Background: an optimization exercise with open tools, aiming at small area, a short achievable clock period and few clock cycles. Do not read the settings as production practice.
At most, simulation tests tie the RTL to the original design; equivalence was not proved.
The flow treats the clock pin as an ideal source, which a real chip does not have.
Power is estimated from default activity; no workload was simulated.

== rev 12 ==
// blabel2_enc
module blabel2_enc (
    input  wire        clk,
    input  wire        rst,
    input  wire        reg_wr,
    input  wire [7:0]  reg_addr,
    input  wire [31:0] reg_wdata,
    output wire [31:0] reg_rdata,
    output wire        busy,
    output wire        done,
    output wire        error,
    output wire        pix_req,
    output wire [15:0] pix_x,
    output wire [15:0] pix_y,
    input  wire        pix_ack,
    input  wire [7:0]  pix_r,
    input  wire [7:0]  pix_g,
    input  wire [7:0]  pix_b,
    output wire        out_valid,
    output reg  [7:0]  out_data,
    output wire        out_last,
    input  wire        out_ready
);
clock: 10.0 ns
lec_check: 0
cap_margin: 20
core_margin: 2
core_utilization: 40
setup_slack_margin: 5.0
slew_margin: 20
standard.sh (not shown) runs the stock make flow with config.mk's settings and CLKGATE_MAP_FILE= SYNTH_SCRIPT=/design/flow/synth_recipe.tcl, a recipe that flattens the netlist after the stock synthesis.
==> flow/flow/run.sh <==
#!/bin/bash
# Own layout flow: the standard ORFS flow (standard.sh) with
#  - synthesis through flow/synth.tcl (per-module ABC scripts, hierarchy kept
#    through ABC and flattened after, as synth_recipe.tcl does),
#  - port buffers of a given cell (BUFFER_PORTS_ARGS) instead of the default,
#  - clock tree options (CTS_ARGS) in place of ORFS's, and a post-CTS step
#    (flow/post_cts.tcl, if present) that upsizes clock buffers with slow edges.
# The make output goes to flow_make.log; ORFS keeps each step's log under orfs/logs.
set -euo pipefail
here=$(pwd)
export OWN_ABC_SCRIPT=$here/flow/abc_area.script

export OWN_CLK_SLEW_LIMIT_PS=90
bash standard.sh SYNTH_SCRIPT=$here/flow/synth.tcl SYNTH_HIERARCHICAL=1 \
  "BUFFER_PORTS_ARGS=-buffer_cell sky130_fd_sc_hd__buf_1" \
  "CTS_ARGS=-sink_clustering_enable -repair_clock_nets -buf_list sky130_fd_sc_hd__clkbuf_4 -dont_use_dummy_load"  "POST_CTS_TCL=$here/flow/post_cts.tcl" \
  finish > $here/flow_make.log 2>&1
==> flow/flow/abc_area.script <==
strash
ifraig
scorr
dc2
strash
dch -f
amap
topo
==> flow/flow/post_cts.tcl <==
# After CTS: upsize any clock buffer whose output slew (placement parasitics)
# exceeds a limit, so every flip-flop clock pin keeps a fast edge, then
# legalize the placement again.
estimate_parasitics -placement
set limit [expr {$::env(OWN_CLK_SLEW_LIMIT_PS) * 1e-3}]
set resized 0
foreach inst [get_cells -filter "ref_name == sky130_fd_sc_hd__clkbuf_4"] {
  set out [get_pins -of_objects $inst -filter "direction == output"]
  if {[get_property $out slew_max] > $limit} {
    replace_cell $inst [get_lib_cells sky130_fd_sc_hd__clkbuf_8]
    incr resized
  }
}
puts "own post-CTS hook: upsized $resized clock buffers"
if {$resized > 0} {
  detailed_placement
  estimate_parasitics -placement
}
==> flow/flow/synth.tcl <==
# The standard flow's synthesis (synth_recipe.tcl) with one change: ABC maps every module
# with the area-oriented script OWN_ABC_SCRIPT instead of ORFS's speed script
# (the register read port is written as one-gate modules, each mapped on its
# own). Registers are mapped before ABC runs, so they are the same as the standard flow's.
proc synth {args} { yosys synth -nofsm -noshare {*}$args }
proc abc {args} {
  set i [lsearch -exact $args -script]
  set args [lreplace $args [expr {$i+1}] [expr {$i+1}] $::env(OWN_ABC_SCRIPT)]
  yosys abc {*}$args
}
source $::env(SCRIPTS_DIR)/synth.tcl
# left out here: clear keep_hierarchy, flatten, clean up, hide names made inside functions, write 1_2_yosys.v
Setup changes, rev 12 to rev 13
--- a/flow/design.v
+++ b/flow/design.v
@@ -44,19 +44,18 @@
     reg  [15:0] info_h;
     reg  [3:0]  info_t;
     wire        j_autocut = sh[0];    
     reg         j_inverse;
     reg  [7:0]  j_img;
     wire [15:0] j_width = info_h;
     wire        j_cal   = info_t[3];
     reg  [2:0]  phase;
     reg  [3:0]  pos;
-    wire        start;
     reg         shfull;
     reg  [15:0] col;
     reg  [10:0] cnt;         
     reg  [8:0]  sh;
     wire [4:0] h_img5 = height_r[7:3];
     reg        tape_hit;
     always @(*) begin
         case (cfg_tape[2:0])
             3'd0:       tape_hit = (h_img5 == 5'd4);
@@ -126,24 +125,21 @@
     blabel2_rd u_rd (
         .addr   (reg_addr),
         .cfg    ({cfg_inverse, cfg_autocut, cfg_tape}),
         .width  (width_r),
         .height (height_r),
         .status ({st_errcode, 1'b0, error, st_done, active}),
         .err    (error),
         .info_h (info_h),
         .info_t (info_t),
-        .rdata  (reg_rdata),
-        .wr     (reg_wr),
-        .wd0    (reg_wdata[0]),
-        .busy   (active),
-        .start  (start)
+        .rdata  (reg_rdata)
     );
+    wire start = reg_wr && (reg_addr == A_CTRL) && reg_wdata[0] && !active;
     wire        lead_zero = !j_cal && j_img[4];
     wire [2:0]  lead_sum  = pos[2:0] + j_img[3:1];
     wire        lead_end  = j_cal ? (pos[2:0] == 3'd4) : (lead_sum == 3'd0);
     wire [10:0] cnt_inc  = cnt + 11'd1;
     wire [15:0] col_inc  = col + 16'd1;
     wire        col_end  = (cnt[2:0] == 3'd7) && (cnt_inc[10:3] == j_img);
     wire        img_last = (cnt[10:3] == 8'd0);
     wire        rec_end  = (phase == P_IMG) ? (img_last && (j_cal || pos == 4'd15))
                                             : (pos == 4'd15);
@@ -233,23 +229,19 @@
 module blabel2_rd (
     input  wire [7:0]  addr,
     input  wire [5:0]  cfg,
     input  wire [15:0] width,
     input  wire [15:0] height,
     input  wire [5:0]  status,
     input  wire        err,
     input  wire [15:0] info_h,
     input  wire [3:0]  info_t,
-    output wire [31:0] rdata,
-    input  wire        wr,
-    input  wire        wd0,
-    input  wire        busy,
-    output wire        start
+    output wire [31:0] rdata
 );
     genvar g;
     wire n76, n51, n04, w10, x42e, z3;
     blabel2_g_nor2  u_n76  (.a(addr[7]), .b(addr[6]), .y(n76));             
     blabel2_g_nor2  u_n51  (.a(addr[5]), .b(addr[1]), .y(n51));             
     blabel2_g_nor2  u_n04  (.a(addr[0]), .b(addr[4]), .y(n04));             
     blabel2_g_nor2b u_w10  (.a(addr[0]), .bn(addr[4]), .y(w10));            
     blabel2_g_and3b u_x42e (.an(addr[3]), .b(addr[2]), .c(err), .y(x42e));  
     blabel2_g_inv   u_z3   (.a(addr[3]), .y(z3));                           
@@ -272,26 +264,18 @@
     blabel2_g_nand2b u_mse5 (.an(addr[2]), .b(status[5]), .y(mse[5]));
     wire [1:0] swh_n, sei_n;
     wire       slo_n, sse_n;
     blabel2_g_nand4 u_swh0 (.a(n76), .b(n51), .c(n04), .d(addr[3]), .y(swh_n[0]));  
     blabel2_g_nand4 u_swh1 (.a(n76), .b(n51), .c(n04), .d(addr[3]), .y(swh_n[1]));
     blabel2_g_nand3 u_slo  (.a(n76), .b(n51), .c(n04), .y(slo_n));                   
     blabel2_g_nand4 u_sse  (.a(n76), .b(n51), .c(w10), .d(z3), .y(sse_n));           
     blabel2_g_nand4 u_sei0 (.a(n76), .b(n51), .c(w10), .d(x42e), .y(sei_n[0]));      
     blabel2_g_nand4 u_sei1 (.a(n76), .b(n51), .c(w10), .d(x42e), .y(sei_n[1]));
-    wire z76, z51, z04, z32, s00_n, wok;
-    blabel2_g_nor2  u_z76 (.a(addr[7]), .b(addr[6]), .y(z76));
-    blabel2_g_nor2  u_z51 (.a(addr[5]), .b(addr[1]), .y(z51));
-    blabel2_g_nor2  u_z04 (.a(addr[0]), .b(addr[4]), .y(z04));
-    blabel2_g_nor2  u_z32 (.a(addr[3]), .b(addr[2]), .y(z32));
-    blabel2_g_nand4 u_s00 (.a(z76), .b(z51), .c(z04), .d(z32), .y(s00_n));
-    blabel2_g_and3b u_wok (.an(busy), .b(wr), .c(wd0), .y(wok));
-    blabel2_g_nor2b u_st  (.a(s00_n), .bn(wok), .y(start));
     generate
         for (g = 0; g < 6; g = g + 1) begin : g_lo6
             wire mc, mm_n;
             blabel2_g_nand2 u_c (.a(addr[2]), .b(cfg[g]), .y(mc));
             blabel2_g_mux2  u_m (.s(addr[3]), .a0(mc), .a1(mwh[g]), .x(mm_n));
             blabel2_g_o22ai u_o (.a1(slo_n), .a2(mm_n), .b1(sse_n), .b2(mse[g]), .y(rdata[g]));
         end
         for (g = 6; g < 16; g = g + 1) begin : g_wh
             blabel2_g_nor2 u_o (.a(swh_n[g / 8]), .b(mwh[g]), .y(rdata[g]));
[summary]
From rev 12 to rev 13 the numbers moved as follows: global-route usage now smaller; synthesized cell count now larger; global-route wire length before repair now smaller; layout buffer count excluding clock buffers now smaller; multi-input logic area now smaller. From rev 12 to rev 13 the numbers moved as follows: power went down by about 8%, cell area went down by about 2.6%, post-place instance area was more or less identical, clock share of power went up by 0.7 points. Rev 13 vs rev 12, cell with the largest stage delay on the worst path: sky130_fd_sc_hd__nor2_1 vs sky130_fd_sc_hd__o22ai_1. met2 demand-to-capacity share in global routing is lower on rev 13. Against rev 12 as the reference, rev 13 delivers a lower combinational power. When rev 13 is measured against rev 12, its setup slack turns out 79 ps higher.
Testbench counts of rev 13, summed over its fixed seeds: cycles 240,949.
Only the layout flow was run in rev 12; the RTL was not checked for function there.

========
## before
RTL: one of the versions met above, not the one the previous note started from.
Size: ~740 cells after synthesis, roughly 150 I/O pins, about 6000 sq um of cells after synthesis.
Design blabel2_enc, start of the top module:
module blabel2_enc (
    input  wire        clk,
    input  wire        rst,
    input  wire        reg_wr,
    input  wire [7:0]  reg_addr,
    input  wire [31:0] reg_wdata,
    output wire [31:0] reg_rdata,
    output wire        busy,
    output wire        done,
    output wire        error,
    output wire        pix_req,
    output wire [15:0] pix_x,
    output wire [15:0] pix_y,
    input  wire        pix_ack,
    input  wire [7:0]  pix_r,
    input  wire [7:0]  pix_g,
    input  wire [7:0]  pix_b,
    output wire        out_valid,
    output reg  [7:0]  out_data,
    output wire        out_last,
    input  wire        out_ready
);
export LEC_CHECK = 0
export CAP_MARGIN = 20
export CORE_MARGIN = 2
export CORE_UTILIZATION = 40
export SETUP_SLACK_MARGIN = 4.9
export SLEW_MARGIN = 20
create_clock -name core_clock -period 10.0 [get_ports {clk}]
Scripts as last shown in full above: flow/flow/run.sh, flow/flow/abc_area.script, flow/flow/post_cts.tcl, flow/flow/synth.tcl
Testbench counts of before, summed over its fixed seeds: cycles 240,949.
Relative to before, the following input files were edited for after:
-- flow/design.v --
<<< before, line 51
    reg  [2:0]  phase;
    reg  [3:0]  pos;
    reg         shfull;
    reg  [15:0] col;
>>> after, line 51
    reg  [2:0]  phase;
    reg  [3:0]  pos;
    wire        start;
    reg         shfull;
    reg  [15:0] col;
<<< before, line 132
        .info_h (info_h),
        .info_t (info_t),
        .rdata  (reg_rdata)
    );
    wire start = reg_wr && (reg_addr == A_CTRL) && reg_wdata[0] && !active;
    wire        lead_zero = !j_cal && j_img[4];
    wire [2:0]  lead_sum  = pos[2:0] + j_img[3:1];
>>> after, line 133
        .info_h (info_h),
        .info_t (info_t),
        .rdata  (reg_rdata),
        .wr     (reg_wr),
        .wd0    (reg_wdata[0]),
        .busy   (active),
        .start  (start)
    );
    wire        lead_zero = !j_cal && j_img[4];
    wire [2:0]  lead_sum  = pos[2:0] + j_img[3:1];
<<< before, line 236
    input  wire [15:0] info_h,
    input  wire [3:0]  info_t,
    output wire [31:0] rdata
);
    genvar g;
>>> after, line 240
    input  wire [15:0] info_h,
    input  wire [3:0]  info_t,
    output wire [31:0] rdata,
    input  wire        wr,
    input  wire        wd0,
    input  wire        busy,
    output wire        start
);
    genvar g;
<<< before, line 271
    blabel2_g_nand4 u_sei0 (.a(n76), .b(n51), .c(w10), .d(x42e), .y(sei_n[0]));      
    blabel2_g_nand4 u_sei1 (.a(n76), .b(n51), .c(w10), .d(x42e), .y(sei_n[1]));
    generate
        for (g = 0; g < 6; g = g + 1) begin : g_lo6
>>> after, line 279
    blabel2_g_nand4 u_sei0 (.a(n76), .b(n51), .c(w10), .d(x42e), .y(sei_n[0]));      
    blabel2_g_nand4 u_sei1 (.a(n76), .b(n51), .c(w10), .d(x42e), .y(sei_n[1]));
    wire z76, z51, z04, z32, s00_n, wok;
    blabel2_g_nor2  u_z76 (.a(addr[7]), .b(addr[6]), .y(z76));
    blabel2_g_nor2  u_z51 (.a(addr[5]), .b(addr[1]), .y(z51));
    blabel2_g_nor2  u_z04 (.a(addr[0]), .b(addr[4]), .y(z04));
    blabel2_g_nor2  u_z32 (.a(addr[3]), .b(addr[2]), .y(z32));
    blabel2_g_nand4 u_s00 (.a(z76), .b(z51), .c(z04), .d(z32), .y(s00_n));
    blabel2_g_and3b u_wok (.an(busy), .b(wr), .c(wd0), .y(wok));
    blabel2_g_nor2b u_st  (.a(s00_n), .bn(wok), .y(start));
    generate
        for (g = 0; g < 6; g = g + 1) begin : g_lo6
==> notes.md <==
after vs before — power density over cell area rose 7.2%.
Summary: with before as the reference, maximum number of pins on one net before global-route repair in after moved up by a little under 10%.
Synthesized cell count came out lower on after than on before.
Re number of diodes added for antenna fixing: no difference whatsoever between before and after.
~same XOR/XNOR share of the synthesized area in after and before
Compared with before, after instantiates a smaller number of standard cells.
From before to after, initial cell density of the core did not move at all.
The path depth of the worst reg2reg path number comes out lower for after vs before.
Total wire length: after vs before up about 4%
In the flow results for after and before, the placer's final routability congestion estimate is larger on after.
Area taken by multi-input logic gates delta (after -> before): insignificant
Compared with before, in after core utilization moved up, total power moved up.
Area: after vs before -> after larger
Only the layout flow was run in after; the RTL was not checked for function there.

static timing again, ports no longer ideal:
How much do the figures lean on ideal ports? The routed layouts below were timed once more, with nothing changed but the port constraints. Step 1 assumes that a clkbuf_16 drives the clock port and a buf_2 every other input. Step 2 moves the port delays by t, midway between the first and last clock arrival at a register: inputs arrive t later, outputs are due t later. That takes back most of the time a late clock gives input paths. Slacks: ideal ports / drivers / drivers and shift; pairs: ideal ports / drivers.
run	shift t [ns]	slack for setup (ns)	worst setup path at the end	worst data-port slew with drivers (ns)	cell pins on the clock port's net
rev 12	0.440	4.976 / 4.932 / 4.715	input to register	0.07	1
rev 13	0.427	5.056 / 4.954 / 4.883	input to register	0.11	1
before	0.427	5.002 / 4.882 / 4.741	input to register	0.11	1
after	0.442	4.958 / 4.916 / 4.837	input to register	0.04	1
After both steps every run listed still meets setup and hold.
